This design comes from an exercise in tuning for small area, a short achievable clock period and few clock cycles per item on the open sky130 flow, not from production work. The RTL was checked by simulation tests, not by an equivalence proof against the original design.

==> flow/design.v (excerpt) <==
module sm4_core (
    input  wire         clk,
    input  wire         rst,         
    input  wire         cmd_valid,   
    input  wire         cmd_key,     
    input  wire         cmd_dec,     
    input  wire [127:0] key_in,      
    input  wire [127:0] data_in,     
    output wire         ready,
    output wire         done,        
    output wire [127:0] data_out     
);
    localparam [127:0] FK = 128'hA3B1BAC6_56AA3350_677D9197_B27022DC;
    localparam [31:0] CK0  = 32'h00070E15;
    localparam [31:0] CK1  = 32'h1C232A31;
    localparam [31:0] CK31 = 32'h646B7279;
    localparam [2:0] S_IDLE = 3'd0, S_PRE = 3'd1, S_REV = 3'd2, S_RUN = 3'd3;
    function [31:0] rotl;
        input [31:0] x;
        input [4:0]  n;
        begin
            rotl = (x << n) | (x >> (6'd32 - {1'b0, n}));
        end
    endfunction
    reg  [2:0]  st;
    reg  [4:0]  rnd;         
    reg  [31:0] ck;          
    reg         dir;         
    reg         done_r;
    reg         fresh;       
    reg         last_dec;    
    reg  [31:0] x0, x1, x2, x3;      
    reg  [31:0] r0, r1, r2, r3;      
    reg  [31:0] s0, s1, s2, s3;      
    wire idle = (st == S_IDLE);
    wire [31:0] ck_up = {ck[31:24] + 8'd28, ck[23:16] + 8'd28, ck[15:8] + 8'd28, ck[7:0] + 8'd28};
    wire [31:0] ck_dn = {ck[31:24] - 8'd28, ck[23:16] - 8'd28, ck[15:8] - 8'd28, ck[7:0] - 8'd28};
    wire run  = (st == S_RUN);
    wire last = (rnd == 5'd31);
    wire [31:0] ks_in = r1 ^ r2 ^ r3 ^ ck;
    wire [31:0] ks_tau;
    sm4_tau u_tau_ks (.x(ks_in), .y(ks_tau));
    wire [31:0] ks_new = r0 ^ ks_tau ^ rotl(ks_tau, 5'd13) ^ rotl(ks_tau, 5'd23);
    wire [31:0] rk    = dir ? r0 : r3;
    wire [31:0] rf_in = x1 ^ x2 ^ x3 ^ rk;
    wire [31:0] rf_tau;
    sm4_tau u_tau_rf (.x(rf_in), .y(rf_tau));
    wire [31:0] x_new = x0 ^ rf_tau ^ rotl(rf_tau, 5'd2) ^ rotl(rf_tau, 5'd10)
                      ^ rotl(rf_tau, 5'd18) ^ rotl(rf_tau, 5'd24);
    always @(posedge clk) begin
        done_r <= 1'b0;
        if (rst) begin
            st    <= S_IDLE;
            fresh <= 1'b1;
        end else begin
            case (st)
                S_IDLE: if (cmd_valid) begin
                    if (cmd_key) begin
                        done_r <= 1'b1;
                        fresh  <= 1'b1;
  ...
Size in the first run: ~6600 cells after synthesis, roughly 420 flip-flops, ~390 I/O pins.
export LEC_CHECK = 0
export CAP_MARGIN = 20
export CORE_MARGIN = 2
export CORE_UTILIZATION = 40
export PLACE_DENSITY = 0.6
export SETUP_SLACK_MARGIN = 4.0
export SLEW_MARGIN = 20
create_clock -name core_clock -period 9.0 [get_ports {clk}]
standard.sh (not shown) runs the stock make flow with config.mk's settings and CLKGATE_MAP_FILE= SYNTH_SCRIPT=/design/flow/synth_recipe.tcl, a recipe that flattens the netlist after the stock synthesis.
==> flow/flow/run.sh <==
#!/bin/bash
# The standard layout, with the input and output ports buffered by the
# smallest buffer (sky130_fd_sc_hd__buf_1) instead of the one buffer_ports
# picks by default.
set -euo pipefail
export BUFFER_PORTS_ARGS="-buffer_cell sky130_fd_sc_hd__buf_1"
bash standard.sh > standard_flow.log 2>&1
Testbench counts at the start, summed over its fixed seeds: cycles 11,185, items 305.
==> next run, changes <==
==> flow/run.sh (new file) <==
#!/bin/bash
# synth_recipe.tcl (not shown) runs the flow's synth.tcl, then flattens the netlist and writes it again
# the make line also repeats each setting of config.mk as NAME=value (left out here)
make -C /OpenROAD-flow-scripts/flow DESIGN_CONFIG=/design/flow/config.mk WORK_HOME=/design/flow/orfs CLKGATE_MAP_FILE= SYNTH_SCRIPT=/design/flow/synth_recipe.tcl finish
removed: flow/flow/run.sh
removed: flow/standard.sh
=>
- The new run finished with timing, DRC and antenna clean
- critical path depth falls by 1
- sequential cell count does not change

========
sm4_core, a different RTL version from the one above (not shown whole).
For scale: roughly 420 flip-flops, roughly 390 I/O pins.
Settings: LEC_CHECK=0, CAP_MARGIN=20, CORE_MARGIN=2, CORE_UTILIZATION=55, PLACE_DENSITY=0.7, SETUP_SLACK_MARGIN=4.0, SLEW_MARGIN=20; clock period 9.0 ns.
==> flow/flow/run.sh <==
#!/bin/bash
# The standard layout, with the input and output ports buffered by the
# smallest buffer (sky130_fd_sc_hd__buf_1) instead of the one buffer_ports
# picks by default.
set -euo pipefail
export BUFFER_PORTS_ARGS="-buffer_cell sky130_fd_sc_hd__buf_1"
bash standard.sh > standard_flow.log 2>&1
Testbench counts at the start, summed over its fixed seeds: cycles 11,185, items 305.
Then changed:
--- a/flow/config.mk
+++ b/flow/config.mk
@@ -9,4 +9,4 @@
 export CORE_MARGIN = 2
-export CORE_UTILIZATION = 55
-export PLACE_DENSITY = 0.7
+export CORE_UTILIZATION = 40
+export PLACE_DENSITY = 0.6
 export SETUP_SLACK_MARGIN = 4.0
The changed run ran to the end with no violations.
Routed wire length climbs by 6.3%.
Final cell count climbs by 6.7%.
Worst hold slack loses 43 ps.
Setup slack gains 17 ps.

[separate check: timing with driven ports]
How much do the figures lean on ideal ports? The routed layouts below were timed once more, with nothing changed but the port constraints.
Step 1, drivers: a clkbuf_16 drives clk and a buf_2 each remaining input, both assumed.
Step 2, shift: input delay + t, output delay - t, t = (earliest + latest rising clock arrival at the registers) / 2. This alone moves slack from input paths to output paths.
a / b / c = ideal / step 1 / step 2; a / b = the first two.
| run | shift t [ns] | setup WS [ns] | worst setup path at the end | worst register clock-pin slew, ns | cell pins on the clock port's net |
|---|---|---|---|---|---|
| the first run of note 1 | 0.730 | 4.002 / 4.002 / 3.732 | input to register | 0.07 / 0.07 | 1 |
| the second run of note 1 | 0.748 | 3.965 / 3.965 / 3.452 | input to register | 0.09 / 0.09 | 1 |
| the first run of note 2 | 0.711 | 3.964 / 3.964 / 3.964 | register to register | 0.08 / 0.08 | 1 |
| the second run of note 2 | 0.751 | 3.981 / 3.981 / 3.981 | register to register | 0.07 / 0.07 | 1 |
After both steps setup and hold are still met in every run listed. The setup slack of the second run of note 1, which loses most, moves by 0.000 ns with the drivers and by -0.513 ns with both steps.
